This design comes from an exercise in tuning for small area on the open sky130 flow, not from production work. The RTL was checked by simulation tests, not by an equivalence proof against the original design. Power figures rest on the tool's default switching activity, not on a simulated workload.

===== design/flow/design.v =====
module tsb_report_engine (
    input  wire       clk,
    input  wire       rst_n,        
    input  wire       fin_valid,
    output wire       fin_ready,
    input  wire [7:0] fin_data,
    input  wire       fin_req,      
    input  wire       fin_err,      
    output wire       out_valid,
    input  wire       out_ready,
    output wire [7:0] out_data,
    output wire       out_last
);
    reg  [159:0] ring;          
    reg  [19:0]  sring;         
    reg  [4:0]   pos;           
    reg  [7:0]   buf_q;         
    reg          full;          
    reg          sending;       
    reg  [2:0]   grp;
    reg  [2:0]   ob;
    reg  [4:0]   tip;
    reg  [2:0]   rec_left;      
    reg  [2:0]   dropped;
    reg  [1:0]   outcome;
    reg          rep;           
    reg          scan_pend;     
    reg          scan_act;      
    reg          scan_clr;      
    reg          carry;
    wire [7:0] head = ring[159:152];
    wire       at0  = (pos == 5'd0);
    wire       at19 = (pos == 5'd19);
    wire sbit    = sring[19] && !scan_clr;
    wire kbit    = scan_act && (pos[4:3] == 2'd0) && (pos[2:0] != 3'd1) && (pos[2:0] != 3'd7);
    wire cin     = carry && !at0;
    wire tn_slot = scan_act && pos[4];
    wire tn_bit  = !pos[1] ? rec_left[{1'b0, pos[0]}] : (!pos[0] && rec_left[2]);
    wire ssum    = tn_slot ? tn_bit : (sbit ^ kbit ^ cin);
    wire scout   = (sbit & kbit) | (sbit & cin) | (kbit & cin);
    wire [7:0] scan_byte = {sring[0], sring[1], sring[2], sring[3],
                            sring[4], sring[5], sring[6], sring[7]};
    wire hdr     = (grp == 3'd7);
    wire in_body = !sending && (grp != 3'd6);
    wire busy    = scan_pend || scan_act;
    wire [4:0] target = hdr ? {ob[1] & !ob[0], !ob[1] & ob[0], ob[1] & ob[0], 2'd0}
                            : {grp, ob[1:0]};
    wire match   = (pos == target);
    wire cid_ok  = ~&grp;
    wire is_last = rep ? (grp == 3'd4 && ob == 3'd3) : (grp == 3'd7 && ob == 3'd7);
    assign fin_ready = !sending && !full && (!in_body || !busy);
    assign out_valid = sending && full;
    assign out_data  = buf_q;
    assign out_last  = is_last;
    wire fin_hs   = fin_valid && fin_ready;
    wire out_hs   = out_valid && out_ready;
    wire hdr_hs   = fin_hs && !in_body;                  
    wire id_hs    = fin_hs && in_body && (ob == 3'd7);   
    wire crd_hs   = fin_hs && in_body && !ob[2] && cid_ok;  
    wire skip_hs  = fin_hs && in_body && (ob != 3'd7) && !(!ob[2] && cid_ok);
    wire rec_end  = fin_hs && in_body && (ob == 3'd6);
    wire id_ok    = (fin_data[3:0] < 4'd5);
    wire [3:0] hdr_count = fin_data[3:0];
    wire       hdr_ok    = !fin_err && fin_data[7] && (hdr_count <= 4'd5);
    wire       hdr_cor   = !fin_err && fin_data[7] && (hdr_count > 4'd5);
    wire [2:0] hdr_tn    = hdr_ok ? hdr_count[2:0] : 3'd0;
    wire frame_end = (hdr_hs && hdr_tn == 3'd0) || (rec_end && rec_left == 3'd1);
    wire wr       = in_body && full && match;
    wire need_ring = hdr ? (ob[1] | ob[0]) : !ob[2];
    wire ld        = sending && !full && !busy && (!need_ring || match);
    wire grp_end   = out_hs && !is_last && (ob == 3'd3);
    reg  [7:0] pkt_byte;
    always @(*) begin
        if (hdr) begin
            case (ob)
            3'd7:    pkt_byte = {2'b00, dropped, rep, outcome};
            3'd0:    pkt_byte = 8'd1;
            3'd3:    pkt_byte = {4'd0, scan_byte[3:0]};
            default: pkt_byte = scan_byte;
            endcase
        end else begin
            case (ob)
            3'd6:    pkt_byte = {5'd0, grp};
            3'd7:    pkt_byte = {7'd0, tip[grp]};
            default: pkt_byte = head;
            endcase
        end
    end
    always @(posedge clk) begin
        ring  <= {ring[151:0], wr ? buf_q : scan_act ? 8'd0 : head};
        sring <= {sring[18:0], ssum};
        carry <= scout;
    end
    always @(posedge clk) begin
        if (!rst_n || at19)
            pos <= 5'd0;
        else
            pos <= pos + 5'd1;
    end
    wire       drop_inc   = id_hs && !id_ok && rep;
    wire [4:0] tip_set    = {5{wr}} & (5'b00001 << grp);
    wire [2:0] rec_borrow = {rec_end & !rec_left[1] & !rec_left[0],
                             rec_end & !rec_left[0], rec_end};
    wire       ob_adv     = skip_hs || wr || out_hs;
    wire [2:0] ob_carry   = {ob_adv & ob[1] & ob[0], ob_adv & ob[0], ob_adv};
    always @(posedge clk) begin
        rec_left <= hdr_hs ? hdr_tn : (rec_left ^ rec_borrow);
        tip      <= {5{!hdr_hs}} & (tip | tip_set);
        dropped  <= {3{!hdr_hs}} & (dropped ^ {drop_inc & dropped[1] & dropped[0],
                                               drop_inc & dropped[0], drop_inc});
        ob       <= hdr_hs  ? 3'd7 :
                    id_hs   ? 3'd0 :
                    grp_end ? 3'd6 : (ob ^ ob_carry);
        if (hdr_hs) begin
            outcome <= fin_err ? 2'd3 : !fin_data[7] ? 2'd1 : hdr_cor ? 2'd2 : 2'd0;
            rep     <= fin_req && !hdr_cor;
        end
        if (crd_hs)
            buf_q <= fin_data;
        else if (ld)
            buf_q <= pkt_byte;
    end
    always @(posedge clk) begin
        if (!rst_n) begin
            sending   <= 1'b0;
            grp       <= 3'd6;
            full      <= 1'b0;
            scan_pend <= 1'b0;
            scan_act  <= 1'b0;
            scan_clr  <= 1'b1;
        end else begin
            if (at19) begin
                scan_act  <= scan_pend;
                scan_pend <= 1'b0;
                scan_clr  <= 1'b0;
            end
            if (hdr_hs)
                scan_pend <= 1'b1;
            if (hdr_hs || rec_end)
                grp <= 3'd7;
            else if (id_hs)
                grp <= id_ok ? fin_data[2:0] : 3'd7;
            else if (out_hs && is_last)
                grp <= 3'd6;
            else if (grp_end)
                grp <= grp + 3'd1;
            if (frame_end)
                sending <= 1'b1;
            else if (out_hs && is_last)
                sending <= 1'b0;
            if (crd_hs || ld)
                full <= 1'b1;
            else if (wr || out_hs)
                full <= 1'b0;
        end
    end
endmodule

===== design/flow/flow/run.sh =====
#!/bin/bash
# Standard ORFS layout (standard.sh) with these changes:
#   - synthesis: flow/synth.tcl, the standard synthesis with a stronger
#     area-oriented ABC script (flow/abc_area.script);
#   - a buf_1 on each port instead of clkdlybuf4s50_1;
#   - a clock tree of clkbuf_8 leaf buffers for clusters of up to 20
#     registers, without dummy loads.
# The make output goes to flow_make.log; ORFS's per-step logs stay under orfs/logs.
set -euo pipefail
work=$(pwd)
bash standard.sh \
  "OWN_WORK=$work" \
  "OWN_ABC_SCRIPT=$work/flow/abc_area.script" \
  "SYNTH_SCRIPT=$work/flow/synth.tcl" \
  "BUFFER_PORTS_ARGS=-buffer_cell sky130_fd_sc_hd__buf_1" \
  "CTS_ARGS=-sink_clustering_enable -repair_clock_nets -sink_clustering_size 10 -sink_clustering_max_diameter 40 -buf_list sky130_fd_sc_hd__clkbuf_4 -dont_use_dummy_load" \
  finish > flow_make.log 2>&1

===== design/flow/config.mk =====
export PLATFORM = sky130hd
export DESIGN_NAME = tsb_report_engine
export DESIGN_NICKNAME = tsb_report_engine
export VERILOG_FILES = /design/flow/design.v
export SDC_FILE = /design/flow/constraint.sdc
export NUM_CORES = 4
export LEC_CHECK = 0
export ABC_AREA = 1
export CAP_MARGIN = 20
export CORE_MARGIN = 2
export CORE_UTILIZATION = 60
export SLEW_MARGIN = 20

===== design/flow/flow/synth.tcl =====
# The standard synthesis (synth_recipe.tcl, sourced unchanged) with two
# changes to its combinational mapping only:
#   - ABC runs flow/abc_area.script instead of ORFS's abc_area.script;
#   - adders are left to ABC instead of being extracted into ha/fa cells.
# Flip-flop mapping, flattening and renaming are the standard ones, so the
# registers keep the standard synthesis's names and cell types.
proc extract_fa {args} { }
proc abc {args} {
  set i [lsearch -exact $args -script]
  if { $i >= 0 } {
    set args [lreplace $args $i [expr {$i + 1}] -script $::env(OWN_ABC_SCRIPT)]
  }
  yosys abc {*}$args
}
source $::env(OWN_WORK)/synth_recipe.tcl

===== design/flow/standard.sh =====
#!/bin/bash
# synth_recipe.tcl (not shown) runs the flow's synth.tcl, then flattens the netlist and writes it again
# the make line also repeats each setting of config.mk as NAME=value (left out here)
make -C /OpenROAD-flow-scripts/flow DESIGN_CONFIG=/design/flow/config.mk WORK_HOME=/design/flow/orfs CLKGATE_MAP_FILE= SYNTH_SCRIPT=/design/flow/synth_recipe.tcl "${@:-finish}"

===== design/flow/constraint.sdc =====
create_clock -name core_clock -period 10.0 [get_ports {clk}]
set_input_delay 2.0000 -clock core_clock [delete_from_list [all_inputs] [get_ports {clk}]]
set_output_delay 2.0000 -clock core_clock [all_outputs]
set_load 0.01 [all_outputs]

===== design/flow/flow/abc_area.script =====
strash
dc2
&get -n
&deepsyn -T 60
&put
strash
&get -n
&dch -f
&nf -R 1000
&put
strash
&get -n
&dch -f
&nf -R 1000
&put

==> impl_metrics.toml, run 1 <==
[outcome]
status = "complete, no violations"

[global_route]
grt_first_pass_wirelength_um = 15500
grt_max_degree = 15
antenna_found_initial = 0
grt_usage = 0.196
grt-ovfl-total = 0
grt_pass1_vias = 3077

[synth]
yosysTopAreaCell = "dfxtp_1"
synth_nets = 437
ys_ff_latch = 219
syn_inst = 423
ys_types = 42
synth_most_common_cell = "dfxtp_1"
synth_flop_cell = "dfxtp_1"
yosys_warnings = 1
async_reset_ff_frac = 0
yosysSeqAreaShare = 0.793
avgSynthCellArea_um2 = 13.4
synth_edf_count = 11
yosysTopAreaCellShare = 0.734
syn_area_um2 = 5670
netlist_top_cells_count = "208 x dfxtp_1, 39 x nand2_1, 25 x nor2_1"
synth_area_leaders = "dfxtp_1 73%, edfxtp_1 5.8%, nand2_1 2.6%"

[power_and_ir_drop]
netSwitchingPower_w = 0.000423
clkPwrFrac = 0.238
p_leak_nw = 2.36
intPower_w = 0.00111
p_total_w = 0.00154
ir_worst_vdd_uv = 136
power.density_nw_per_um2 = 252
seqPwrFrac = 0.629
p_sw_frac = 0.276
comb_power_share = 0.133

[critical_path]
crit_slowest_cell = "dfxtp_1"
max_stage_delay_ps = 590
worstPathArrival_ps = 2360
critical_path.max_fanout = 12
crit_path_start_kind = "flop"
cp-startpoint = "ob[0]$_SDFF_PP1_"
required_ps = 8000
worstSetupEndpointType = "output port"
r2r-start = "grp[1]$_SDFFE_PP1P_"
crit_type = "flop to output port"
worstPathCellList = "nand3_1, nor2_1, clkinv_1, o32ai_1, buf_1"

[worst_hold_path]
hold_start = "sring[8]$_DFF_P_"
hold_class = "flop to flop"

[final_layout]
n_fill_cell = 702
drive_gt1_frac = 0.0570
nNetsFinal = 490
syn_to_final_growth_pct = 7.61
diodes = 0

[floorplanning]
die_y_um = 101
start_util = 0.616
core-area_um2 = 9200
num_rows = 35
io_pins = 25
dieWidth_um = 101
dieArea_um2 = 10200

[routing]
drt-total-wl_um = 9670
dr.pass1.iters = 5
via_per_inst = 5.41
drcViolationCount = 0
wl_per_cell_um = 16.5
antenna_left = 0
vias = 3164
drt_iter0_drc = 185

[sta]
min_period_over_period = 0.436
setup_viol = 0
setup_tns_ps = 0
finalCriticalPeriod_ps = 4360
whs_ps = 303
worst_pin_slew_ps = 723
drv_slew = 0
slew_headroom = 0.516
finalClockSkew_ps = 52.0
grt_setup_unrepaired = "false"
hold_viol_final = 0
fmax_ghz = 0.230

[run]
maxCapViolCount = 0

[clock_network]
cts-buffers-inserted = 27
htreeDepth = 1
clk_latency_ps = 590
cts_post_setup_buffers_inserted = 0
clk_pin_slew_ps = 90
cts.sinks = 219
tritoncts = "yes"
clk_path_buf_depth = 3
cts_hold_buf = 0
cts_resized = 0
cts-root-buf = "clkbuf_4"

[placement]
gp_congestion = 0.894
io_buffers = 24
hpwl_um = 6300
-- worst max-delay path: cells and delay by family, from the launching register on --
kind | cells | cell delay, ps
and+or+nand+nor | 2 | 630
DFF | 1 | 590
AOI/OAI and AO/OA | 1 | 220
buffers and inverters | 2 | 330
-- metrics by stage --
stage,std cells,util,cell area [µm²],setup WS [ps]
after floorplan,423,-,5670,6370
after CTS,585,0.663,6100,5570
after detailed placement,558,0.641,5900,5880
after global routing,585,0.663,6100,5370
after global placement,558,0.641,5900,6010
final,585,0.663,6100,5640
-- layer usage --
metal,wire (µm),vias to the layer above,global-route usage,share of wire
li1,-,1578,-,-
met1,4720,1501,0.282,0.49
met2,4380,69,0.300,0.45
met3,426,16,0.0407,0.044
met4,150,0,0.0634,0.016
met5,0,-,0,0
-- worst paths after layout --
kind	cells after the start	slack (ps)	endpoint
worst max-delay path	5	5640	out_last
worst min-delay path	0	300	sring[9]$_DFF_P_
worst max register to register	12	6410	ob[2]$_SDFF_PP1_
worst min register to register	0	300	sring[9]$_DFF_P_
-- cell type report --
type,instances,area (µm²),area share
Inverter,11,41.3,0.00677
Multi-Input combinational cell,193,1130,0.186
Sequential cell,219,4490,0.737
Timing Repair Buffer,24,90.1,0.0148
Clock buffer,27,203,0.0332
Tap cell,111,139,0.0228
-- registers in the layout, summed over array words and instances (netlist names), 2 cells and up --
signal	count
ring	160
sring	20
buf_q	8
pos	5
tip	5
dropped	3
grp	3
ob	3
rec_left	3
outcome	2
-- cells by family (layout without fill, tap and decap cells) --
kind of cell	Yosys count	after routing	share of synthesized area
xor+xnor	11	11	0.0170
buf+inv	11	62	0.00728
mux	1	1	0.00177
compound gates	77	77	0.0969
flops	219	219	0.793
simple gates	104	104	0.0843
-- power by group through the flow --
stage	Clock (W)	Sequential, W	Combinational (W)
2_1_floorplan	0	0.000974	0.000143
3_3_place_gp	0	0.000986	0.000204
3_5_place_dp	0	0.000986	0.000203
4_1_cts	0.000379	0.000966	0.000205
5_1_grt	0.000413	0.000973	0.000234
6_report	0.000365	0.000967	0.000204
-- cell usage in the layout (no fill, tap or decap), types with 3 or more instances in the layout --
cell type and n:
a21o_1 3, edfxtp_1 11, and3_1 3, nor2_1 25
clkinv_1 11, a21oi_1 13, and2_0 3, a22o_1 10
clkbuf_4 27, dfxtp_1 208, nand3_1 8, nand2_1 39
nor3_1 9, o21ai_0 17, a222oi_1 7, nand2b_1 3
nor2b_1 3, buf_1 24, a31oi_1 3, a211oi_1 3
xnor2_1 6, xor2_1 5
==> run 2: changes to the inputs <==
--- a/design/flow/flow/run.sh
+++ b/design/flow/flow/run.sh
@@ -14,4 +14,4 @@
   "SYNTH_SCRIPT=$work/flow/synth.tcl" \
   "BUFFER_PORTS_ARGS=-buffer_cell sky130_fd_sc_hd__buf_1" \
-  "CTS_ARGS=-sink_clustering_enable -repair_clock_nets -sink_clustering_size 10 -sink_clustering_max_diameter 40 -buf_list sky130_fd_sc_hd__clkbuf_4 -dont_use_dummy_load" \
+  "CTS_ARGS=-sink_clustering_enable -repair_clock_nets -sink_clustering_size 20 -sink_clustering_max_diameter 60 -buf_list sky130_fd_sc_hd__clkbuf_8 -dont_use_dummy_load" \
   finish > flow_make.log 2>&1
--- a/design/flow/config.mk
+++ b/design/flow/config.mk
@@ -9,4 +9,4 @@
 export CAP_MARGIN = 20
 export CORE_MARGIN = 2
-export CORE_UTILIZATION = 60
+export CORE_UTILIZATION = 75
 export SLEW_MARGIN = 20
==> impl_metrics.toml, run 2 <==
[floorplanning]
core-area_um2 = 7290
dieArea_um2 = 8270
io_pins = 25
die_y_um = 90.9
num_rows = 31
start_util = 0.777
dieWidth_um = 90.9

[clock_network]
cts_resized = 0
htreeDepth = 1
cts_post_setup_buffers_inserted = 0
cts.sinks = 219
clk_latency_ps = 490
clk_path_buf_depth = 3
clk_pin_slew_ps = 120
cts-buffers-inserted = 14
tritoncts = "yes"
cts_hold_buf = 0
cts-root-buf = "clkbuf_8"

[global_route]
antenna_found_initial = 0
grt_pass1_vias = 3331
grt_first_pass_wirelength_um = 18200
grt_max_degree = 21
grt-ovfl-total = 0
grt_usage = 0.286

[routing]
drt-total-wl_um = 11200
dr.pass1.iters = 7
drt_iter0_drc = 282
wl_per_cell_um = 19.9
vias = 3335
drcViolationCount = 0
via_per_inst = 5.96
antenna_left = 0

[placement]
hpwl_um = 7030
place_ws_ps = 5760
io_buffers = 24
gp_congestion = 0.926

[sta]
fmax_ghz = 0.224
setup_tns_ps = 0
worst_slack_ps = 5540
grt_setup_unrepaired = "false"
drv_slew = 0
finalClockSkew_ps = 26.7
finalCriticalPeriod_ps = 4460
worst_pin_slew_ps = 732
hold_viol_final = 0
slew_headroom = 0.510
setup_viol = 0
min_period_over_period = 0.446

[critical_path]
cp_top_family = "simple AND/OR/NAND/NOR gates"
required_ps = 8000
worstPathArrival_ps = 2460
cp_num_buf_inv = 2
max_stage_delay_ps = 660
critical_path.max_fanout = 14
crit_slowest_cell = "dfxtp_1"
crit_path_start_kind = "flop"
crit_type = "flop to output port"
worstSetupEndpointType = "output port"
worstPathCellList = "nand3_1, nor2_1, clkinv_1, o32ai_1, buf_1"

[power_and_ir_drop]
seqPwrFrac = 0.623
p_sw_frac = 0.281
netSwitchingPower_w = 0.000438
intPower_w = 0.00112
clkPwrFrac = 0.236
comb_power_share = 0.140
ir_worst_vdd_uv = 165
power.density_nw_per_um2 = 256
p_leak_nw = 2.34

[final_layout]
top_regs = "ring (160), sring (20), buf_q (8)"
final_cell_mix = "208 x dfxtp_1, 39 x nand2_1, 25 x nor2_1, 24 x buf_1, 17 x o21ai_0"
largest_register = "ring"
diodes = 0
layout_commonest_cell = "dfxtp_1"
drive_gt1_frac = 0.0304
largest_register_ff_count = 160
nNetsFinal = 477
syn_to_final_growth_pct = 7.17

[synth]
synth_edf_count = 11
syn_area_um2 = 5670
yosysTopAreaCell = "dfxtp_1"
ys_types = 42
yosysSeqAreaShare = 0.793
async_reset_ff_frac = 0
synth_most_common_cell = "dfxtp_1"
synth_flop_cell = "dfxtp_1"
syn_inst = 423
synth_nets = 437
synth_area_leaders = "dfxtp_1 73%, edfxtp_1 5.8%, nand2_1 2.6%"
yosys_warnings = 1
netlist_top_cells_count = "208 x dfxtp_1, 39 x nand2_1, 25 x nor2_1"
ys_ff_latch = 219
yosysTopAreaCellShare = 0.734
avgSynthCellArea_um2 = 13.4

[worst_hold_path]
hold_class = "flop to flop"

[run]
maxCapViolCount = 0

[outcome]
status = "complete, no violations"
## run 2: cell types whose count changed in the layout (fill, tap and decap cells not counted)
cell	previous run	this run
clkbuf_8	0	14
clkbuf_4	27	0
## run 2: worst register-to-register path, delay by kind of cell, from the launching register on
family                    cells  cell delay [ps]
and+or+nand+nor               5             1750
AOI/OAI and AO/OA             6             1130
DFF                           1              660
xor gates and xnor gates      1              120
## run 2: worst paths after layout
path | slack [ps] | start | endpoint | depth (start not counted)
worst min-delay path | 330 | ring[6]$_DFF_P_ | ring[14]$_DFF_P_ | 0
worst max register to register | 6230 | grp[1]$_SDFFE_PP1P_ | ob[2]$_SDFF_PP1_ | 12
worst max-delay path | 5540 | grp[1]$_SDFFE_PP1P_ | out_last | 5
worst min register to register | 330 | ring[6]$_DFF_P_ | ring[14]$_DFF_P_ | 0
## run 2: power groups by stage
stage          Clock [W]  Sequential [W]  Combinational [W]
2_1_floorplan          0        0.000974           0.000143
3_3_place_gp           0        0.000984           0.000199
3_5_place_dp           0        0.000985           0.000207
4_1_cts         0.000371        0.000966           0.000211
5_1_grt         0.000400        0.000972           0.000239
6_report        0.000368        0.000969           0.000218
## run 2: layout make-up
type / count / area (µm²)
Multi-Input combinational cell: 193 / 1130
Tap cell: 99 / 124
Inverter: 11 / 41.3
Sequential cell: 219 / 4490
Fill cell: 404 / 1220
Clock buffer: 14 / 193
Timing Repair Buffer: 24 / 90.1
## run 2: cell families (layout without fill, tap and decap cells)
kind of cell,after synthesis,count (layout),share of synthesized area
flip-flops,219,219,0.793
AND/OR/NAND/NOR,104,104,0.0843
AO/OA/AOI/OAI,77,77,0.0969
XOR/XNOR,11,11,0.0170
buffers and inverters,11,49,0.00728
multiplexers,1,1,0.00177
## run 2: stage by stage
step | total power, W | hold WS, ps | std cells | util | cell area [µm²]
final | 0.00155 | 329 | 560 | 0.833 | 6080
after global routing | 0.00161 | 340 | 560 | 0.833 | 6080
after CTS | 0.00155 | 331 | 560 | 0.833 | 6080
after detailed placement | 0.00119 | 312 | 546 | 0.807 | 5880
after global placement | 0.00118 | 312 | 546 | 0.807 | 5880
after floorplan | 0.00112 | 310 | 423 | - | 5670
## run 2: layer usage
| layer | vias up | routed length, µm | GRT usage |
|---|---|---|---|
| met3 | 35 | 790 | 0.0407 |
| met4 | 0 | 414 | 0.111 |
| met2 | 170 | 5330 | 0.475 |
| met1 | 1589 | 4620 | 0.386 |
| li1 | 1541 | - | - |
| met5 | - | 0 | 0 |
==> run 3: changes to the inputs <==
--- a/design/flow/config.mk
+++ b/design/flow/config.mk
@@ -9,4 +9,4 @@
 export CAP_MARGIN = 20
 export CORE_MARGIN = 2
-export CORE_UTILIZATION = 75
+export CORE_UTILIZATION = 60
 export SLEW_MARGIN = 20
==> impl_metrics.toml, run 3 <==
[outcome]
status = "complete, no violations"

[routing]
highest_layer = "met4"
antenna_left = 0
via_per_inst = 5.43
drt-total-wl_um = 9640
drcViolationCount = 0
dr_wl_met2_um = 4290
dr.pass1.iters = 5
wl_met1_um = 4750
wl_per_cell_um = 16.8
vias = 3109
dr_wl_met3_um = 508
drt_iter0_drc = 211

[global_route]
grt_usage = 0.194
grt_pass1_vias = 2986
grt-ovfl-total = 0
grt_first_pass_wirelength_um = 15300
grt_max_degree = 21
antenna_found_initial = 0

[synth]
yosysSeqAreaShare = 0.793
netlist_top_cells_count = "208 x dfxtp_1, 39 x nand2_1, 25 x nor2_1"
yosysTopAreaCell = "dfxtp_1"
synth_flop_cell = "dfxtp_1"
synth_nets = 437
synth_most_common_cell = "dfxtp_1"
yosys_warnings = 1
syn_area_um2 = 5670
async_reset_ff_frac = 0
ys_ff_latch = 219
synth_area_leaders = "dfxtp_1 73%, edfxtp_1 5.8%, nand2_1 2.6%"
ys_types = 42
yosysTopAreaCellShare = 0.734
synth_edf_count = 11
syn_inst = 423
avgSynthCellArea_um2 = 13.4

[final_layout]
largest_register_ff_count = 160
largest_register = "ring"
top_regs = "ring (160), sring (20), buf_q (8)"
layout_commonest_cell = "dfxtp_1"
nNetsFinal = 478
diodes = 0
drive_gt1_frac = 0.0325
syn_to_final_growth_pct = 7.68
final_cell_mix = "208 x dfxtp_1, 39 x nand2_1, 25 x nor2_1, 24 x buf_1, 17 x o21ai_0"
n_fill_cell = 691

[critical_path]
required_ps = 8000
critical_path.max_fanout = 12
r2r-start = "grp[1]$_SDFFE_PP1P_"
crit_path_start_kind = "flop"
reg2regPathDepth = 12
reg2reg_to = "ob[2]$_SDFF_PP1_"
r2r_slack_ps = 6410
crit_type = "flop to output port"
worstSetupEndpointType = "output port"
worstPathArrival_ps = 2290

[sta]
setup_tns_ps = 0
hold_viol_final = 0
grt_setup_unrepaired = "false"
worst_slack_ps = 5710
slew_headroom = 0.522
min_period_over_period = 0.429
setup_viol = 0
drv_slew = 0
worst_pin_slew_ps = 714
fmax_ghz = 0.233
finalCriticalPeriod_ps = 4290
finalClockSkew_ps = 64.2

[clock_network]
clk_latency_ps = 480
tritoncts = "yes"
cts_resized = 0
cts_post_setup_buffers_inserted = 0
cts_hold_buf = 0
cts.sinks = 219
clk_pin_slew_ps = 110
cts-root-buf = "clkbuf_8"
clk_path_buf_depth = 3
htreeDepth = 1
cts-buffers-inserted = 15

[placement]
gp_congestion = 0.894
place_ws_ps = 5880
hpwl_um = 6300
io_buffers = 24

[power_and_ir_drop]
ir_worst_vdd_uv = 169
power.density_nw_per_um2 = 253
p_leak_nw = 2.34

[worst_hold_path]
min_to = "sring[9]$_DFF_P_"
hold_path_depth = 0
hold_class = "flop to flop"
hold_start = "sring[8]$_DFF_P_"

[floorplanning]
dieWidth_um = 101
dieArea_um2 = 10200
die_y_um = 101
start_util = 0.616
core-area_um2 = 9200
num_rows = 35
io_pins = 25

[run]
maxCapViolCount = 0
[run 3: layer usage]
metal  global-route usage  vias to the layer above
li1                     -                     1544
met4               0.0457                        0
met5                    0                        -
met2                0.297                       77
met1                0.286                     1478
met3               0.0400                       10
[run 3: how the worst max path moves through the flow]
stage | endpoint | slack, ps | start | depth (start not counted)
2_1_floorplan | buf_q[1]$_DFFE_PP_ | 6370 | fin_valid | 6
3_3_place_gp | buf_q[1]$_DFFE_PP_ | 6010 | fin_valid | 7
3_5_place_dp | buf_q[7]$_DFFE_PP_ | 5880 | fin_valid | 7
4_1_cts | out_last | 5680 | ob[0]$_SDFF_PP1_ | 5
5_1_grt | out_last | 5480 | ob[0]$_SDFF_PP1_ | 5
6_report | out_last | 5710 | ob[0]$_SDFF_PP1_ | 5
[run 3: cells by family after synthesis]
family / synth area share
buffers and inverters: 0.00728
xor gates and xnor gates: 0.0170
DFF: 0.793
AOI/OAI and AO/OA: 0.0969
muxes: 0.00177
and+or+nand+nor: 0.0843
[run 3: critical path: stages, from the launching register on]
cell and delay, ps:
dfxtp_1 600, nand3_1 210, nor2_1 440, clkinv_1 140, o32ai_1 220, buf_1 190
[run 3: per-stage QoR]
| step | instance area, µm² | power [W] | std cells | hold slack (ps) | utilization |
|---|---|---|---|---|---|
| 2_1_floorplan | 5670 | 0.00112 | 423 | 310 | - |
| 3_3_place_gp | 5900 | 0.00119 | 558 | 311 | 0.641 |
| 3_5_place_dp | 5900 | 0.00119 | 558 | 312 | 0.641 |
| 4_1_cts | 6100 | 0.00155 | 573 | 274 | 0.664 |
| 5_1_grt | 6100 | 0.00162 | 573 | 294 | 0.664 |
| 6_report | 6100 | 0.00154 | 573 | 287 | 0.664 |
[run 3: power by group]
group	internal (W)	switching, W	total [W]	leakage (nW)
combinational	0.0000699	0.000136	0.000205	0.457
sequential	0.000919	0.0000473	0.000967	1.78
clock	0.000136	0.000234	0.000370	0.108
total	0.00113	0.000417	0.00154	2.34
[run 3: cell type report]
type / count / area (µm²) / share of cell area
clock buffer: 15 / 206 / 0.0338
inverter: 11 / 41.3 / 0.00676
sequential: 219 / 4490 / 0.736
tap: 111 / 139 / 0.0228
multi-input combinational: 193 / 1130 / 0.186
timing repair buffer: 24 / 90.1 / 0.0148
==> run 4: changes to the inputs <==
--- a/design/flow/design.v
+++ b/design/flow/design.v
@@ -25,7 +25,8 @@
     reg  [1:0]   outcome;
     reg          rep;           
-    reg          scan_pend;     
-    reg          scan_act;      
-    reg          scan_clr;      
+    reg  [1:0]   rev;
+    wire scan_pend = (rev == 2'd1);
+    wire scan_act  = (rev == 2'd2);
+    wire scan_clr  = (rev == 2'd3);
     reg          carry;
     wire [7:0] head = ring[159:152];
@@ -43,5 +44,5 @@
     wire hdr     = (grp == 3'd7);
     wire in_body = !sending && (grp != 3'd6);
-    wire busy    = scan_pend || scan_act;
+    wire busy    = (rev != 2'd0);
     wire [4:0] target = hdr ? {ob[1] & !ob[0], !ob[1] & ob[0], ob[1] & ob[0], 2'd0}
                             : {grp, ob[1:0]};
@@ -49,5 +50,5 @@
     wire cid_ok  = ~&grp;
     wire is_last = rep ? (grp == 3'd4 && ob == 3'd3) : (grp == 3'd7 && ob == 3'd7);
-    assign fin_ready = !sending && !full && (!in_body || !busy);
+    assign fin_ready = !sending && !full && !busy;
     assign out_valid = sending && full;
     assign out_data  = buf_q;
@@ -126,15 +127,10 @@
             grp       <= 3'd6;
             full      <= 1'b0;
-            scan_pend <= 1'b0;
-            scan_act  <= 1'b0;
-            scan_clr  <= 1'b1;
+            rev       <= 2'd3;
         end else begin
-            if (at19) begin
-                scan_act  <= scan_pend;
-                scan_pend <= 1'b0;
-                scan_clr  <= 1'b0;
-            end
             if (hdr_hs)
-                scan_pend <= 1'b1;
+                rev <= 2'd1;
+            else if (at19)
+                rev <= scan_pend ? 2'd2 : 2'd0;
             if (hdr_hs || rec_end)
                 grp <= 3'd7;
==> impl_metrics.toml, run 4 <==
[clock_network]
clk_latency_ps = 480
cts-buffers-inserted = 15
cts-root-buf = "clkbuf_8"
tritoncts = "yes"
cts_hold_buf = 0
clk_pin_slew_ps = 110
cts.sinks = 218
htreeDepth = 1
clk_path_buf_depth = 3
cts_post_setup_buffers_inserted = 0
cts_resized = 0

[final_layout]
diodes = 0
nNetsFinal = 488
final_cell_mix = "207 x dfxtp_1, 36 x nand2_1, 32 x nor2_1, 24 x buf_1, 22 x o21ai_0"
syn_to_final_growth_pct = 7.94
layout_commonest_cell = "dfxtp_1"
final_util = 0.664
final_cells = 583
largest_register_ff_count = 160
largest_register = "ring"
drive_gt1_frac = 0.0381
design_area_um2 = 6110
n_fill_cell = 705
top_regs = "ring (160), sring (20), buf_q (8)"

[floorplanning]
io_pins = 25
core-area_um2 = 9200
start_util = 0.616
num_rows = 35
die_y_um = 101
dieArea_um2 = 10200
dieWidth_um = 101

[sta]
finalClockSkew_ps = 57.3
setup_viol = 0
drv_slew = 0
grt_setup_unrepaired = "false"
slew_headroom = 0.422
hold_viol_final = 0
fmax_ghz = 0.247
min_period_over_period = 0.405
finalCriticalPeriod_ps = 4050
worst_pin_slew_ps = 861
setup_tns_ps = 0

[routing]
drt_iter0_drc = 188
via_per_inst = 5.38
dr.pass1.iters = 7
drt-total-wl_um = 9390
antenna_left = 0
drcViolationCount = 0
vias = 3139
wl_per_cell_um = 16.1

[synth]
yosysSeqAreaShare = 0.790
synth_nets = 446
synth_edf_count = 11
synthXorXnorAreaFrac = 0.00928
yosysTopAreaCellShare = 0.732
synth_top_family_by_area = "simple AND/OR/NAND/NOR gates"
synth_flop_cell = "dfxtp_1"
yosysTopAreaCell = "dfxtp_1"
avgSynthCellArea_um2 = 13.1
netlist_top_cells_count = "207 x dfxtp_1, 36 x nand2_1, 32 x nor2_1"
synth-compound-area-share = 0.0847
syn_area_um2 = 5660
ys_types = 39
yosys_warnings = 1
async_reset_ff_frac = 0
synthMuxAreaShare = 0.00575
syn_inst = 432
synth_fa_ha_area_frac = 0
yosys.area_share.simple = 0.105
synth_most_common_cell = "dfxtp_1"
synth_area_leaders = "dfxtp_1 73%, edfxtp_1 5.8%, nand2_1 2.4%"
ys_ff_latch = 218

[global_route]
grt_max_degree = 21
grt_first_pass_wirelength_um = 15100
grt-ovfl-total = 0
antenna_found_initial = 0
grt_pass1_vias = 3007
grt_usage = 0.189

[critical_path]
worstSetupEndpointType = "output port"
critical_path.max_fanout = 14
crit_slowest_cell = "dfxtp_1"
max_stage_delay_ps = 630
crit_path_start_kind = "flop"
required_ps = 8000
worstPathCellList = "nand3_1, o21ai_0, nand3_1, nor2_1, buf_1"
worstPathArrival_ps = 2050
cp_common_cell = "nand3_1"
crit_type = "flop to output port"

[outcome]
status = "complete, no violations"

[worst_hold_path]
hold_class = "flop to flop"

[power_and_ir_drop]
power.density_nw_per_um2 = 206
ir_worst_vdd_uv = 150
p_leak_nw = 2.30

[placement]
place_area_um2 = 5900
gp_congestion = 0.882
io_buffers = 24
hpwl_um = 6210
place_inst = 568

[run]
maxCapViolCount = 0
==> run 4: cell types whose count changed in the layout (fill, tap and decap cells not counted), sizes merged, moves of 4 or more <==
cell    change
a31oi       +4
a222oi      -4
nor2        +7
o21ai       +5
and2        +4
nand3       +5
nor3        +4
==> run 4: kinds of logic after synthesis <==
| group | Yosys count |
|---|---|
| mux | 2 |
| compound gates | 73 |
| buf+inv | 8 |
| simple gates | 125 |
| flops | 218 |
| xor+xnor | 6 |
==> run 4: worst paths after layout <==
path | to | startpoint | cells past startpoint | slack, ps
max | out_last | grp[0]$_SDFFE_PN0P_ | 5 | 5950
min | ring[155]$_DFF_P_ | ring[147]$_DFF_P_ | 0 | 320
max reg2reg | ob[2]$_SDFF_PP1_ | grp[0]$_SDFFE_PN0P_ | 13 | 7130
min reg2reg | ring[155]$_DFF_P_ | ring[147]$_DFF_P_ | 0 | 320
==> run 4: cell type report <==
type | instances | area (µm²) | area share
clock buffers | 15 | 206 | 0.0338
inverters | 8 | 30.0 | 0.00492
multi-input cells | 206 | 1160 | 0.190
flip-flops and latches | 218 | 4470 | 0.732
well taps | 111 | 139 | 0.0227
repair buffers | 25 | 97.6 | 0.0160
==> run 4: metrics by stage <==
step | worst slack, ps | power, W | hold WS, ps
floorplan | 6730 | 0.000902 | 310
global placement | 6430 | 0.000907 | 311
detailed placement | 6380 | 0.000907 | 312
CTS | 5960 | 0.00127 | 321
global route | 5740 | 0.00130 | 336
finish | 5950 | 0.00126 | 318
==> run 4: critical path: cells and delay by family (launching register included) <==
family	cells	cell delay [ps]
AO/OA/AOI/OAI	1	240
buffers and inverters	1	170
flip-flops	1	630
AND/OR/NAND/NOR	3	560
==> run 4: metal layers <==
layer	GRT usage	vias to the layer above	routed length [µm]
li1	-	1570	-
met1	0.274	1481	4640
met2	0.285	67	4060
met3	0.0311	21	358
met4	0.0780	0	322
met5	0	-	0
==> run 4: power by group <==
part	switching (W)	total (W)	internal, W
combinational	0.00000704	0.0000108	0.00000380
sequential	0.00000155	0.000877	0.000875
clock	0.000233	0.000369	0.000136
total	0.000241	0.00126	0.00102
==> run 5: changes to the inputs <==
--- a/design/flow/design.v
+++ b/design/flow/design.v
@@ -94,8 +94,9 @@
     end
     always @(posedge clk) begin
+        pos[1:0] <= rst_n ? pos[1:0] + 2'd1 : 2'd0;
         if (!rst_n || at19)
-            pos <= 5'd0;
-        else
-            pos <= pos + 5'd1;
+            pos[4:2] <= 3'd0;
+        else if (pos[1:0] == 2'd3)
+            pos[4:2] <= pos[4:2] + 3'd1;
     end
     wire       drop_inc   = id_hs && !id_ok && rep;
==> impl_metrics.toml, run 5 <==
[synth]
yosys_warnings = 1
synth_nets = 434
avgSynthCellArea_um2 = 13.5
yosysSeqAreaShare = 0.791
yosysTopAreaCellShare = 0.733
netlist_top_cells_count = "207 x dfxtp_1, 31 x nand2_1, 21 x a21oi_1, 21 x nor2_1, 16 x nand3_1"
async_reset_ff_frac = 0
synth_edf_count = 11
synth_area_leaders = "dfxtp_1 73%, edfxtp_1 5.8%, nand2_1 2.1%"
ys_types = 39
yosysTopAreaCell = "dfxtp_1"
synth_most_common_cell = "dfxtp_1"
synth_flop_cell = "dfxtp_1"
syn_area_um2 = 5660
ys_ff_latch = 218
syn_inst = 420

[floorplanning]
num_rows = 35
core-area_um2 = 9200
dieArea_um2 = 10200
io_pins = 25
die_y_um = 101
dieWidth_um = 101
start_util = 0.615

[power_and_ir_drop]
ir_worst_vdd_uv = 171
p_total_w = 0.00126
power.density_nw_per_um2 = 206
p_leak_nw = 2.30

[clock_network]
clk_path_buf_depth = 3
cts-buffers-inserted = 15
cts_post_setup_buffers_inserted = 0
htreeDepth = 1
cts.sinks = 218
clk_pin_slew_ps = 110
cts_resized = 0
clk_latency_ps = 470
cts-root-buf = "clkbuf_8"
cts_hold_buf = 0
tritoncts = "yes"

[sta]
min_period_over_period = 0.445
finalClockSkew_ps = 35.2
slew_headroom = 0.414
finalCriticalPeriod_ps = 4450
drv_slew = 0
worst_slack_ps = 5550
worst_pin_slew_ps = 871
setup_viol = 0
hold_viol_final = 0
setup_tns_ps = 0
fmax_ghz = 0.225
grt_setup_unrepaired = "false"

[final_layout]
drive_gt1_frac = 0.0349
largest_register = "ring"
final_cell_mix = "207 x dfxtp_1, 31 x nand2_1, 24 x buf_1, 21 x nor2_1, 21 x a21oi_1"
syn_to_final_growth_pct = 7.79
layout_commonest_cell = "dfxtp_1"
nNetsFinal = 475
top_regs = "ring (160), sring (20), buf_q (8)"
largest_register_ff_count = 160
diodes = 0

[global_route]
grt_max_degree = 21
grt-ovfl-total = 0
antenna_found_initial = 0
grt_first_pass_wirelength_um = 15400
grt_usage = 0.192
grt_pass1_vias = 3042

[critical_path]
required_ps = 8000
critical_path.max_fanout = 17
worstPathArrival_ps = 2450
crit_path_start_kind = "flop"
crit_type = "flop to output port"
worstSetupEndpointType = "output port"

[routing]
drt_iter0_drc = 241
dr.pass1.iters = 5
via_per_inst = 5.41
drt-total-wl_um = 9390
drcViolationCount = 0
vias = 3086
wl_per_cell_um = 16.5
antenna_left = 0

[placement]
io_buffers = 24
hpwl_um = 6320
place_ws_ps = 5710
gp_congestion = 0.935

[outcome]
status = "complete, no violations"

[worst_hold_path]
hold_class = "flop to flop"

[run]
maxCapViolCount = 0
==> run 5: layout make-up <==
class                           count  area (µm²)
Sequential cell                   218        4470
Inverter                            9        33.8
Tap cell                          111         139
Multi-Input combinational cell    193        1150
Timing Repair Buffer               24        90.1
Clock buffer                       15         206
Fill cell                         697        3100
==> run 5: critical path, stage by stage, from the launching register on <==
cell and delay [ps]:
dfxtp_1 670, nand3_1 360, nor2_1 460, clkinv_1 130, o32ai_1 200, buf_1 190
==> run 5: cells by family (layout without fill, tap and decap cells) <==
kind of cell | after synthesis | count (layout) | synth area share
DFF | 218 | 218 | 0.791
and+or+nand+nor | 103 | 103 | 0.0865
adders and majority gates | 1 | 1 | 0.00177
AOI/OAI and AO/OA | 79 | 79 | 0.0993
xor gates and xnor gates | 10 | 10 | 0.0155
buffers and inverters | 9 | 48 | 0.00597
==> run 5: routing by layer <==
layer / part of all wire / vias to the layer above / GRT usage
li1: - / 1534 / -
met1: 0.48 / 1444 / 0.284
met2: 0.44 / 86 / 0.290
met3: 0.057 / 22 / 0.0354
met4: 0.025 / 0 / 0.0582
met5: 0 / - / 0
==> run 5: through the flow <==
stage	instance area (µm²)	std cells	hold slack, ps	util
2_1_floorplan	5660	420	310	-
3_3_place_gp	5890	555	311	0.640
3_5_place_dp	5890	555	312	0.640
4_1_cts	6090	570	324	0.662
5_1_grt	6100	570	325	0.663
6_report	6100	570	324	0.663
==> run 5: path summary, 6_finish.rpt <==
kind                                          start                to  slack, ps  cells past startpoint
worst max-delay path            grp[0]$_SDFFE_PN0P_          out_last       5550                      5
worst max register to register  grp[0]$_SDFFE_PN0P_  ob[2]$_SDFF_PP1_       6190                     12
worst min-delay path               sring[6]$_DFF_P_  sring[7]$_DFF_P_        320                      0
worst min register to register     sring[6]$_DFF_P_  sring[7]$_DFF_P_        320                      0
==> run 5: power by group <==
group          internal [W]  switching, W
Sequential         0.000875    0.00000233
Combinational    0.00000380    0.00000663
Clock              0.000136      0.000231
Total               0.00101      0.000240
==> run 6: changes to the inputs <==
--- a/design/flow/design.v
+++ b/design/flow/design.v
@@ -21,7 +21,6 @@
     reg  [2:0]   ob;
     reg  [4:0]   tip;
-    reg  [2:0]   rec_left;      
+    reg  [2:0]   rec_left;
     reg  [2:0]   dropped;
-    reg  [1:0]   outcome;
     reg          rep;           
     reg  [1:0]   rev;
@@ -37,5 +36,5 @@
     wire cin     = carry && !at0;
     wire tn_slot = scan_act && pos[4];
-    wire tn_bit  = !pos[1] ? rec_left[{1'b0, pos[0]}] : (!pos[0] && rec_left[2]);
+    wire tn_bit  = !pos[1] ? rec_left[{1'b0, pos[0]}] : (pos[0] ? sending : rec_left[2]);
     wire ssum    = tn_slot ? tn_bit : (sbit ^ kbit ^ cin);
     wire scout   = (sbit & kbit) | (sbit & cin) | (kbit & cin);
@@ -66,7 +65,8 @@
     wire       hdr_cor   = !fin_err && fin_data[7] && (hdr_count > 4'd5);
     wire [2:0] hdr_tn    = hdr_ok ? hdr_count[2:0] : 3'd0;
+    wire [1:0] hdr_code  = fin_err ? 2'd3 : !fin_data[7] ? 2'd1 : 2'd2;
     wire frame_end = (hdr_hs && hdr_tn == 3'd0) || (rec_end && rec_left == 3'd1);
     wire wr       = in_body && full && match;
-    wire need_ring = hdr ? (ob[1] | ob[0]) : !ob[2];
+    wire need_ring = hdr ? (ob != 3'd0) : !ob[2];
     wire ld        = sending && !full && !busy && (!need_ring || match);
     wire grp_end   = out_hs && !is_last && (ob == 3'd3);
@@ -75,7 +75,7 @@
         if (hdr) begin
             case (ob)
-            3'd7:    pkt_byte = {2'b00, dropped, rep, outcome};
+            3'd7:    pkt_byte = {2'b00, dropped, rep, scan_byte[1:0] & {2{scan_byte[3]}}};
             3'd0:    pkt_byte = 8'd1;
-            3'd3:    pkt_byte = {4'd0, scan_byte[3:0]};
+            3'd3:    pkt_byte = {5'd0, scan_byte[2:0] & {3{!scan_byte[3]}}};
             default: pkt_byte = scan_byte;
             endcase
@@ -107,5 +107,6 @@
     wire [2:0] ob_carry   = {ob_adv & ob[1] & ob[0], ob_adv & ob[0], ob_adv};
     always @(posedge clk) begin
-        rec_left <= hdr_hs ? hdr_tn : (rec_left ^ rec_borrow);
+        rec_left <= hdr_hs ? (hdr_ok ? hdr_count[2:0] : {1'b0, hdr_code})
+                           : (rec_left ^ rec_borrow);
         tip      <= {5{!hdr_hs}} & (tip | tip_set);
         dropped  <= {3{!hdr_hs}} & (dropped ^ {drop_inc & dropped[1] & dropped[0],
@@ -115,5 +116,4 @@
                     grp_end ? 3'd6 : (ob ^ ob_carry);
         if (hdr_hs) begin
-            outcome <= fin_err ? 2'd3 : !fin_data[7] ? 2'd1 : hdr_cor ? 2'd2 : 2'd0;
             rep     <= fin_req && !hdr_cor;
         end
==> impl_metrics.toml, run 6 <==
[final_layout]
largest_register = "ring"
syn_to_final_growth_pct = 7.90
diodes = 0
n_fill_cell = 705
nNetsFinal = 472
drive_gt1_frac = 0.0373
largest_register_ff_count = 160
design_area_um2 = 6030
layout_commonest_cell = "dfxtp_1"
final_util = 0.659
top_regs = "ring (160), sring (20), buf_q (8)"
final_cell_mix = "207 x dfxtp_1, 28 x nand2_1, 25 x nor2_1, 24 x buf_1, 23 x a21oi_1"

[synth]
ys_types = 42
synth_edf_count = 9
syn_inst = 417
synth_nets = 431
yosysTopAreaCell = "dfxtp_1"
yosys_warnings = 1
synth_area_leaders = "dfxtp_1 74%, edfxtp_1 4.8%, a21oi_1 2.1%"
async_reset_ff_frac = 0
yosysTopAreaCellShare = 0.741
yosysSeqAreaShare = 0.789
synth_flop_cell = "dfxtp_1"
ys_ff_latch = 216
avgSynthCellArea_um2 = 13.4
synth_most_common_cell = "dfxtp_1"
syn_area_um2 = 5590
netlist_top_cells_count = "207 x dfxtp_1, 28 x nand2_1, 25 x nor2_1"

[routing]
drt_iter0_drc = 153
via_per_inst = 5.41
antenna_left = 0
drcViolationCount = 0
dr.pass1.iters = 4
wl_per_cell_um = 16.1
drt-total-wl_um = 9140
vias = 3068

[placement]
io_buffers = 24
place_area_um2 = 5830
gp_congestion = 0.882
hpwl_um = 6050

[floorplanning]
num_rows = 35
core-area_um2 = 9150
io_pins = 25
start_util = 0.611
dieWidth_um = 101
die_y_um = 101
dieArea_um2 = 10100

[worst_hold_path]
hold_class = "flop to flop"
hold_start = "sring[8]$_DFF_P_"

[critical_path]
r2r-start = "ob[0]$_SDFF_PP1_"
cp-startpoint = "grp[1]$_SDFFE_PP1P_"
cp_num_buf_inv = 2
worstPathCellList = "nand3_1, nor2_1, clkinv_1, o32ai_1, buf_1"
worstSetupEndpointType = "output port"
cp_top_family = "flip-flops"
required_ps = 8000
crit_path_start_kind = "flop"
crit_slowest_cell = "dfxtp_1"
crit_type = "flop to output port"
critical_path.max_fanout = 14
max_stage_delay_ps = 610
r2r_slack_ps = 6880
worstPathArrival_ps = 2220

[sta]
fmax_ghz = 0.237
drv_slew = 0
grt_setup_unrepaired = "false"
setup_tns_ps = 0
min_period_over_period = 0.422
setup_viol = 0
finalClockSkew_ps = 46.8
finalCriticalPeriod_ps = 4220
whs_ps = 309
hold_viol_final = 0
slew_headroom = 0.365
worst_pin_slew_ps = 946

[run]
maxCapViolCount = 0

[clock_network]
htreeDepth = 1
cts-buffers-inserted = 15
clk_pin_slew_ps = 100
cts_hold_buf = 0
tritoncts = "yes"
cts_post_setup_buffers_inserted = 0
cts-root-buf = "clkbuf_8"
clk_latency_ps = 480
cts_resized = 0
clk_path_buf_depth = 3
cts.sinks = 216

[global_route]
grt_usage = 0.188
antenna_found_initial = 0
grt-ovfl-total = 0
grt_first_pass_wirelength_um = 14900
grt_max_degree = 21
grt_pass1_vias = 2986

[power_and_ir_drop]
p_leak_nw = 2.31
power.density_nw_per_um2 = 207
ir_worst_vdd_uv = 173
p_sw_frac = 0.193
netSwitchingPower_w = 0.000240
clkPwrFrac = 0.295
seqPwrFrac = 0.697
intPower_w = 0.00101
comb_power_share = 0.008
p_total_w = 0.00125

[outcome]
status = "complete, no violations"
[run 6: logic make-up (layout without fill, tap and decap cells)]
| kind of cell | Yosys count | in the layout | share of synthesized area |
|---|---|---|---|
| AND/OR/NAND/NOR | 102 | 102 | 0.0870 |
| flip-flops | 216 | 216 | 0.789 |
| buffers and inverters | 6 | 45 | 0.00403 |
| XOR/XNOR | 7 | 7 | 0.0110 |
| multiplexers | 2 | 2 | 0.00582 |
| AO/OA/AOI/OAI | 84 | 84 | 0.103 |
[run 6: final timing paths]
check / to / cells past startpoint
max: out_last / 5
min: sring[9]$_DFF_P_ / 0
max reg2reg: ob[2]$_SDFF_PP1_ / 12
min reg2reg: sring[9]$_DFF_P_ / 0
[run 6: power groups by stage]
stage | sequential, W | combinational, W | clock, W
floorplan | 0.000887 | 0.00000503 | 0
global placement | 0.000888 | 0.00000980 | 0
detailed placement | 0.000888 | 0.00000995 | 0
CTS | 0.000868 | 0.00000999 | 0.000379
global route | 0.000869 | 0.0000111 | 0.000414
finish | 0.000868 | 0.00000997 | 0.000368
[run 6: per-stage QoR]
step | setup slack [ps] | instances
6_report | 5780 | 567
5_1_grt | 5590 | 567
4_1_cts | 5820 | 567
3_5_place_dp | 6000 | 552
3_3_place_gp | 6140 | 552
2_1_floorplan | 6210 | 417
[run 6: area by class of cell]
type / count / area, µm² / area share
Tap cell: 111 / 139 / 0.0230
Inverter: 6 / 22.5 / 0.00373
Sequential cell: 216 / 4410 / 0.732
Timing Repair Buffer: 24 / 90.1 / 0.0149
Multi-Input combinational cell: 195 / 1160 / 0.192
Clock buffer: 15 / 206 / 0.0342
[run 6: metal layers]
| metal | part of all wire | global-route usage | vias to the layer above |
|---|---|---|---|
| met2 | 0.45 | 0.296 | 70 |
| met1 | 0.49 | 0.266 | 1440 |
| met4 | 0.024 | 0.0537 | 0 |
| li1 | - | - | 1542 |
| met3 | 0.045 | 0.0368 | 16 |
| met5 | 0 | 0 | - |
==> run 7: changes to the inputs <==
--- a/design/flow/design.v
+++ b/design/flow/design.v
@@ -75,5 +75,5 @@
         if (hdr) begin
             case (ob)
-            3'd7:    pkt_byte = {2'b00, dropped, rep, scan_byte[1:0] & {2{scan_byte[3]}}};
+            3'd7:    pkt_byte = {2'b00, dropped & {3{rep}}, rep, scan_byte[1:0] & {2{scan_byte[3]}}};
             3'd0:    pkt_byte = 8'd1;
             3'd3:    pkt_byte = {5'd0, scan_byte[2:0] & {3{!scan_byte[3]}}};
@@ -100,5 +100,5 @@
             pos[4:2] <= pos[4:2] + 3'd1;
     end
-    wire       drop_inc   = id_hs && !id_ok && rep;
+    wire       drop_inc   = id_hs && !id_ok;
     wire [4:0] tip_set    = {5{wr}} & (5'b00001 << grp);
     wire [2:0] rec_borrow = {rec_end & !rec_left[1] & !rec_left[0],
--- a/design/flow/config.mk
+++ b/design/flow/config.mk
@@ -9,4 +9,4 @@
 export CAP_MARGIN = 20
 export CORE_MARGIN = 2
-export CORE_UTILIZATION = 60
+export CORE_UTILIZATION = 75
 export SLEW_MARGIN = 20
==> impl_metrics.toml, run 7 <==
[final_layout]
largest_register = "ring"
nNetsFinal = 467
drive_gt1_frac = 0.0399
final_cell_mix = "207 x dfxtp_1, 31 x nand2_1, 25 x a21oi_1, 24 x buf_1, 20 x nor2_1"
layout_commonest_cell = "dfxtp_1"
syn_to_final_growth_pct = 7.67
top_regs = "ring (160), sring (20), buf_q (8)"
n_fill_cell = 388
largest_register_ff_count = 160
diodes = 0

[synth]
synth_flop_cell = "dfxtp_1"
avgSynthCellArea_um2 = 13.5
synth-compound-area-share = 0.107
synthXorXnorAreaFrac = 0.0111
netlist_top_cells_count = "207 x dfxtp_1, 31 x nand2_1, 25 x a21oi_1"
synthMuxAreaShare = 0.00406
synth_most_common_cell = "dfxtp_1"
synth_top_family_by_area = "compound AO/OA/AOI/OAI gates"
synth_area_leaders = "dfxtp_1 75%, edfxtp_1 4.9%, a21oi_1 2.3%"
yosysTopAreaCellShare = 0.747
yosysSeqAreaShare = 0.796
synth_edf_count = 9
ys_types = 42
syn_area_um2 = 5550
yosys_warnings = 1
synth_nets = 426
synth_fa_ha_area_frac = 0
syn_inst = 412
yosys.area_share.simple = 0.0760
async_reset_ff_frac = 0
ys_ff_latch = 216
yosysTopAreaCell = "dfxtp_1"

[sta]
worst_slack_ps = 6000
slew_headroom = 0.475
hold_viol_final = 0
fmax_ghz = 0.250
drv_slew = 0
whs_ps = 322
min_period_over_period = 0.400
setup_tns_ps = 0
setup_viol = 0
finalCriticalPeriod_ps = 4000
finalClockSkew_ps = 17.6
grt_setup_unrepaired = "false"
worst_pin_slew_ps = 785

[power_and_ir_drop]
p_leak_nw = 2.28
seqPwrFrac = 0.694
power.density_nw_per_um2 = 216
intPower_w = 0.00102
netSwitchingPower_w = 0.000270
p_total_w = 0.00129
comb_power_share = 0.024
ir_worst_vdd_uv = 172
p_sw_frac = 0.209
clkPwrFrac = 0.282

[floorplanning]
io_pins = 25
die_y_um = 90.0
dieWidth_um = 90.0
start_util = 0.769
num_rows = 31
dieArea_um2 = 8100
core-area_um2 = 7210

[clock_network]
cts_post_setup_buffers_inserted = 0
cts-root-buf = "clkbuf_8"
htreeDepth = 1
cts-buffers-inserted = 14
clk_latency_ps = 470
clk_pin_slew_ps = 110
clk_path_buf_depth = 3
cts.sinks = 216
tritoncts = "yes"
cts_hold_buf = 0
cts_resized = 0

[critical_path]
critical_path.max_fanout = 11
worstPathArrival_ps = 2000
worstSetupEndpointType = "output port"
crit_path_start_kind = "flop"
crit_type = "flop to output port"
required_ps = 8000

[global_route]
grt_max_degree = 21
antenna_found_initial = 0
grt_first_pass_wirelength_um = 17700
grt_usage = 0.284
grt-ovfl-total = 0
grt_pass1_vias = 3358

[run]
maxCapViolCount = 0

[routing]
via_per_inst = 5.93
antenna_left = 0
dr.pass1.iters = 6
drcViolationCount = 0
wl_per_cell_um = 20.0
drt_iter0_drc = 323
drt-total-wl_um = 11000
vias = 3259

[placement]
gp_congestion = 0.905
io_buffers = 24
place_ws_ps = 5790
hpwl_um = 7210

[outcome]
status = "complete, no violations"

[worst_hold_path]
hold_class = "flop to flop"
## run 7: kinds of logic (layout without fill, tap and decap cells)
group | after synthesis | in the layout
xor gates and xnor gates | 7 | 7
muxes | 1 | 1
buffers and inverters | 9 | 48
and+or+nand+nor | 91 | 91
AOI/OAI and AO/OA | 88 | 88
DFF | 216 | 216
## run 7: layout make-up
class	count	area, µm²	share of cell area
sequential	216	4410	0.739
multi-input combinational	187	1110	0.186
clock buffer	14	193	0.0323
tap	99	124	0.0207
timing repair buffer	25	97.6	0.0163
inverter	9	33.8	0.00566
## run 7: metrics by stage
step           area [µm²]  std cells  utilization
2_1_floorplan        5550        412            -
3_3_place_gp         5780        536        0.801
3_5_place_dp         5780        536        0.801
4_1_cts              5970        550        0.827
5_1_grt              5970        550        0.828
6_report             5970        550        0.828
## run 7: path summary, 6_finish.rpt
check / from / end / slack [ps] / cells past startpoint
setup / recovery: ob[0]$_SDFF_PP1_ / out_last / 6000 / 3
hold / removal: ring[8]$_DFF_P_ / ring[16]$_DFF_P_ / 320 / 0
setup reg to reg: ob[0]$_SDFF_PP1_ / ob[2]$_SDFF_PP1_ / 6680 / 11
hold reg to reg: ring[8]$_DFF_P_ / ring[16]$_DFF_P_ / 320 / 0
## run 7: power groups by stage
stage	sequential [W]	clock [W]	combinational, W
3_5_place_dp	0.000915	0	0.0000292
5_1_grt	0.000898	0.000398	0.0000330
3_3_place_gp	0.000914	0	0.0000273
4_1_cts	0.000896	0.000367	0.0000294
2_1_floorplan	0.000910	0	0.0000189
6_report	0.000896	0.000364	0.0000304
## run 7: worst max-delay path, cell delays in order (launching register included)
cell     delay (ps)
dfxtp_1         610
nand3_1         300
o32ai_1         440
buf_1           190
## run 7: metal layers
| metal | routed length (µm) | up-vias | GRT usage |
|---|---|---|---|
| met2 | 5300 | 176 | 0.469 |
| met4 | 403 | 0 | 0.113 |
| met3 | 808 | 41 | 0.0436 |
| li1 | - | 1518 | - |
| met1 | 4480 | 1524 | 0.382 |
| met5 | 0 | - | 0 |
==> run 8: changes to the inputs <==
--- a/design/flow/config.mk
+++ b/design/flow/config.mk
@@ -9,4 +9,4 @@
 export CAP_MARGIN = 20
 export CORE_MARGIN = 2
-export CORE_UTILIZATION = 75
+export CORE_UTILIZATION = 60
 export SLEW_MARGIN = 20
==> impl_metrics.toml, run 8 <==
[final_layout]
nNetsFinal = 468
multi_input_area_um2 = 1110
n_fill_cell = 696
top_regs = "ring (160), sring (20), buf_q (8)"
layout_commonest_cell = "dfxtp_1"
drive_gt1_frac = 0.0420
regArea_um2 = 4410
design_area_um2 = 6000
largest_register_ff_count = 160
syn_to_final_growth_pct = 8.19
largest_register = "ring"
diodes = 0
final_cell_mix = "207 x dfxtp_1, 31 x nand2_1, 25 x a21oi_1, 24 x buf_1, 20 x nor2_1"

[synth]
synthMuxAreaShare = 0.00406
synth-compound-area-share = 0.107
syn_inst = 412
yosysTopAreaCell = "dfxtp_1"
yosysSeqAreaShare = 0.796
synth_most_common_cell = "dfxtp_1"
ys_types = 42
synth_edf_count = 9
yosysTopAreaCellShare = 0.747
yosys.area_share.simple = 0.0760
async_reset_ff_frac = 0
synth_fa_ha_area_frac = 0
netlist_top_cells_count = "207 x dfxtp_1, 31 x nand2_1, 25 x a21oi_1"
synthXorXnorAreaFrac = 0.0111
synth_flop_cell = "dfxtp_1"
synth_nets = 426
synth_area_leaders = "dfxtp_1 75%, edfxtp_1 4.9%, a21oi_1 2.3%"
syn_area_um2 = 5550
ys_ff_latch = 216
synth_top_family_by_area = "compound AO/OA/AOI/OAI gates"
yosys_warnings = 1
avgSynthCellArea_um2 = 13.5

[clock_network]
cts-root-buf = "clkbuf_8"
clk_path_buf_depth = 3
cts_post_setup_buffers_inserted = 0
cts_resized = 0
htreeDepth = 1
clk_latency_ps = 470
cts-buffers-inserted = 15
cts.sinks = 216
cts_hold_buf = 0
tritoncts = "yes"
clk_pin_slew_ps = 110

[global_route]
grt_first_pass_wirelength_um = 14600
grt_pass1_vias = 2953
grt_max_degree = 21
grt_usage = 0.184
grt-ovfl-total = 0
antenna_found_initial = 0

[routing]
dr.pass1.iters = 5
via_per_inst = 5.41
drt_iter0_drc = 142
drt-total-wl_um = 9030
drcViolationCount = 0
antenna_left = 0
wl_per_cell_um = 16.0
vias = 3047

[placement]
hpwl_um = 6010
io_buffers = 24
place_area_um2 = 5790
gp_congestion = 0.885

[floorplanning]
dieArea_um2 = 10000
dieWidth_um = 100
start_util = 0.609
core-area_um2 = 9110
num_rows = 35
die_y_um = 100
io_pins = 25

[critical_path]
required_ps = 8000
worstPathArrival_ps = 1890
r2r_slack_ps = 6910
reg2reg_to = "buf_q[1]$_DFFE_PP_"
cp-startpoint = "ob[0]$_SDFF_PP1_"
reg2regPathDepth = 6
crit_path_start_kind = "flop"
crit_type = "flop to output port"
critical_path.max_fanout = 11
worstSetupEndpointType = "output port"
r2r-start = "rev[1]$_SDFFE_PN1P_"

[worst_hold_path]
min_to = "sring[11]$_DFF_P_"
hold_path_depth = 0
hold_class = "flop to flop"
hold_start = "sring[10]$_DFF_P_"

[power_and_ir_drop]
p_leak_nw = 2.29
ir_worst_vdd_uv = 170
power.density_nw_per_um2 = 215

[sta]
grt_setup_unrepaired = "false"
finalCriticalPeriod_ps = 3890
min_period_over_period = 0.389
worst_pin_slew_ps = 823
slew_headroom = 0.446
finalClockSkew_ps = 49.9
fmax_ghz = 0.257
drv_slew = 0
hold_viol_final = 0
setup_viol = 0
setup_tns_ps = 0

[run]
maxCapViolCount = 0

[outcome]
status = "complete, no violations"
-- run 8: cell counts after synthesis --
No cell type changed its count.
-- run 8: cell families (layout without fill, tap and decap cells) --
logic type                count (synthesis)  after routing
and+or+nand+nor                          91             91
AOI/OAI and AO/OA                        88             88
buffers and inverters                     9             49
DFF                                     216            216
xor gates and xnor gates                  7              7
muxes                                     1              1
-- run 8: worst max-delay path by stage --
stage,to,slack (ps),cells after the start
floorplan,buf_q[6]$_DFFE_PP_,6310,5
global placement,buf_q[7]$_DFFE_PP_,5840,6
detailed placement,buf_q[4]$_DFFE_PP_,5730,6
CTS,out_last,6130,3
global route,out_last,5990,3
finish,out_last,6110,3
-- run 8: area by class of cell --
cell class              count  area share
repair buffers             25      0.0163
clock buffers              15      0.0344
inverters                   9     0.00563
well taps                 111      0.0231
multi-input cells         187       0.185
flip-flops and latches    216       0.735
-- run 8: metrics by stage --
stage               utilization  total power [W]  setup slack (ps)  hold slack, ps  std cells
floorplan                     -         0.000929              6310             310        412
global placement          0.636         0.000941              5840             311        548
detailed placement        0.636         0.000942              5730             312        548
CTS                       0.658          0.00130              6130             314        563
global route              0.659          0.00135              5990             311        563
finish                    0.659          0.00129              6110             313        563
-- run 8: routing by layer --
metal	vias up	share of wire	routed length, µm	track usage
li1	1521	-	-	-
met1	1425	0.49	4420	0.271
met2	89	0.44	3980	0.281
met3	12	0.054	489	0.0390
met4	0	0.015	136	0.0453
met5	-	0	0	0
-- run 8: critical path, stage by stage, from the launching register on --
cell and delay, ps:
dfxtp_1 550, nand3_1 270, o32ai_1 420, buf_1 200
-- run 8: power breakdown --
part	internal, W	switching [W]
Clock	0.000136	0.000229
Sequential	0.000882	0.0000129
Combinational	0.0000115	0.0000164
==> run 9: changes to the inputs <==
--- a/design/flow/flow/run.sh
+++ b/design/flow/flow/run.sh
@@ -14,4 +14,4 @@
   "SYNTH_SCRIPT=$work/flow/synth.tcl" \
   "BUFFER_PORTS_ARGS=-buffer_cell sky130_fd_sc_hd__buf_1" \
-  "CTS_ARGS=-sink_clustering_enable -repair_clock_nets -sink_clustering_size 20 -sink_clustering_max_diameter 60 -buf_list sky130_fd_sc_hd__clkbuf_8 -dont_use_dummy_load" \
+  "CTS_ARGS=-repair_clock_nets -buf_list sky130_fd_sc_hd__clkbuf_8 -dont_use_dummy_load" \
   finish > flow_make.log 2>&1
==> impl_metrics.toml, run 9 <==
[outcome]
status = "complete, no violations"

[synth]
yosysTopAreaCell = "dfxtp_1"
yosysTopAreaCellShare = 0.747
synth_flop_cell = "dfxtp_1"
synth_area_leaders = "dfxtp_1 75%, edfxtp_1 4.9%, a21oi_1 2.3%"
yosysSeqAreaShare = 0.796
yosys_warnings = 1
syn_inst = 412
avgSynthCellArea_um2 = 13.5
netlist_top_cells_count = "207 x dfxtp_1, 31 x nand2_1, 25 x a21oi_1"
synth_most_common_cell = "dfxtp_1"
synth_edf_count = 9
ys_ff_latch = 216
synth_nets = 426
syn_area_um2 = 5550
async_reset_ff_frac = 0
ys_types = 42

[routing]
dr.pass1.iters = 6
vias = 3111
drcViolationCount = 0
antenna_left = 0
drt-total-wl_um = 8990
wl_per_cell_um = 15.9
via_per_inst = 5.51
drt_iter0_drc = 162

[floorplanning]
io_pins = 25
die_y_um = 100
dieWidth_um = 100
start_util = 0.609
dieArea_um2 = 10000
num_rows = 35
core-area_um2 = 9110

[critical_path]
cp_num_buf_inv = 1
worstPathArrival_ps = 1900
required_ps = 8000
reg2regPathDepth = 6
worstSetupEndpointType = "output port"
crit_type = "flop to output port"
critical_path.max_fanout = 11
crit_path_start_kind = "flop"
r2r_slack_ps = 6910
worstPathCellList = "nand3_1, o32ai_1, buf_1"
max_stage_delay_ps = 550
cp_top_family = "flip-flops"
reg2reg_to = "buf_q[1]$_DFFE_PP_"
r2r-start = "rev[1]$_SDFFE_PN1P_"
crit_slowest_cell = "dfxtp_1"

[final_layout]
syn_to_final_growth_pct = 8.68
multi_input_area_um2 = 1110
nNetsFinal = 470
regArea_um2 = 4410
top_regs = "ring (160), sring (20), buf_q (8)"
layout_commonest_cell = "dfxtp_1"
largest_register = "ring"
final_cells = 565
drive_gt1_frac = 0.0463
design_area_um2 = 6030
final_cell_mix = "207 x dfxtp_1, 31 x nand2_1, 25 x a21oi_1, 24 x buf_1, 20 x nor2_1"
diodes = 0
largest_register_ff_count = 160
n_fill_cell = 693

[power_and_ir_drop]
p_sw_frac = 0.198
p_leak_nw = 2.30
netSwitchingPower_w = 0.000259
power.density_nw_per_um2 = 216
ir_worst_vdd_uv = 105
intPower_w = 0.00104
clkPwrFrac = 0.292
comb_power_share = 0.022
seqPwrFrac = 0.687

[run]
maxCapViolCount = 0

[sta]
drv_slew = 0
grt_setup_unrepaired = "false"
hold_viol_final = 0
worst_pin_slew_ps = 785
fmax_ghz = 0.257
finalCriticalPeriod_ps = 3900
setup_viol = 0
min_period_over_period = 0.390
slew_headroom = 0.472
finalClockSkew_ps = 36.8
setup_tns_ps = 0

[clock_network]
cts-buffers-inserted = 17
htreeDepth = 4
cts.sinks = 216
clk_latency_ps = 440
clk_path_buf_depth = 2
cts_resized = 0
cts_hold_buf = 0
cts_post_setup_buffers_inserted = 0
clk_pin_slew_ps = 110
tritoncts = "yes"
cts-root-buf = "clkbuf_8"

[worst_hold_path]
hold_path_depth = 0
hold_start = "ring[149]$_DFF_P_"
min_to = "ring[157]$_DFF_P_"
hold_class = "flop to flop"

[global_route]
grt_usage = 0.191
grt_first_pass_wirelength_um = 14600
grt_pass1_vias = 2954
grt_max_degree = 24
grt-ovfl-total = 0
antenna_found_initial = 0

[placement]
place_inst = 548
gp_congestion = 0.885
place_area_um2 = 5790
hpwl_um = 6010
io_buffers = 24
run 9: changes by cell type in the layout (fill, tap and decap cells not counted):
cell      before  now
clkbuf_8      15   17
run 9: area by class of cell:
cell class              instances  share of cell area
clock buffers                  17              0.0388
inverters                       9             0.00560
multi-input cells             187               0.184
flip-flops and latches        216               0.732
well taps                     111              0.0230
repair buffers                 25              0.0162
run 9: kinds of logic (layout without fill, tap and decap cells):
group	count (synthesis)	count (layout)	share of synthesized area
AND/OR/NAND/NOR	91	91	0.0760
AO/OA/AOI/OAI	88	88	0.107
buffers and inverters	9	51	0.00609
multiplexers	1	1	0.00406
XOR/XNOR	7	7	0.0111
flip-flops	216	216	0.796
run 9: worst max-delay path by stage:
stage	depth (start not counted)	slack [ps]	to	start
2_1_floorplan	5	6310	buf_q[6]$_DFFE_PP_	fin_valid
3_3_place_gp	6	5840	buf_q[7]$_DFFE_PP_	fin_valid
3_5_place_dp	6	5730	buf_q[4]$_DFFE_PP_	fin_valid
4_1_cts	3	6130	out_last	ob[0]$_SDFF_PP1_
5_1_grt	3	6000	out_last	ob[0]$_SDFF_PP1_
6_report	3	6100	out_last	ob[0]$_SDFF_PP1_
run 9: layer usage:
metal | vias up | part of all wire | global-route usage
met1 | 1472 | 0.48 | 0.270
met2 | 98 | 0.44 | 0.284
li1 | 1524 | - | -
met5 | - | 0 | 0
met4 | 0 | 0.019 | 0.0759
met3 | 17 | 0.056 | 0.0487
run 9: power by group through the flow:
stage               registers (W)  logic [W]  clock network (W)
floorplan                0.000910  0.0000189                  0
global placement         0.000914  0.0000270                  0
detailed placement       0.000914  0.0000274                  0
CTS                      0.000895  0.0000277           0.000395
global route             0.000897  0.0000318           0.000430
finish                   0.000895  0.0000281           0.000380
run 9: stage by stage:
step	total power [W]	utilization	setup WS, ps	hold slack (ps)
floorplan	0.000929	-	6310	310
CTS	0.00132	0.661	6130	290
finish	0.00130	0.662	6100	294
global placement	0.000941	0.636	5840	311
global route	0.00136	0.662	6000	285
detailed placement	0.000942	0.636	5730	312
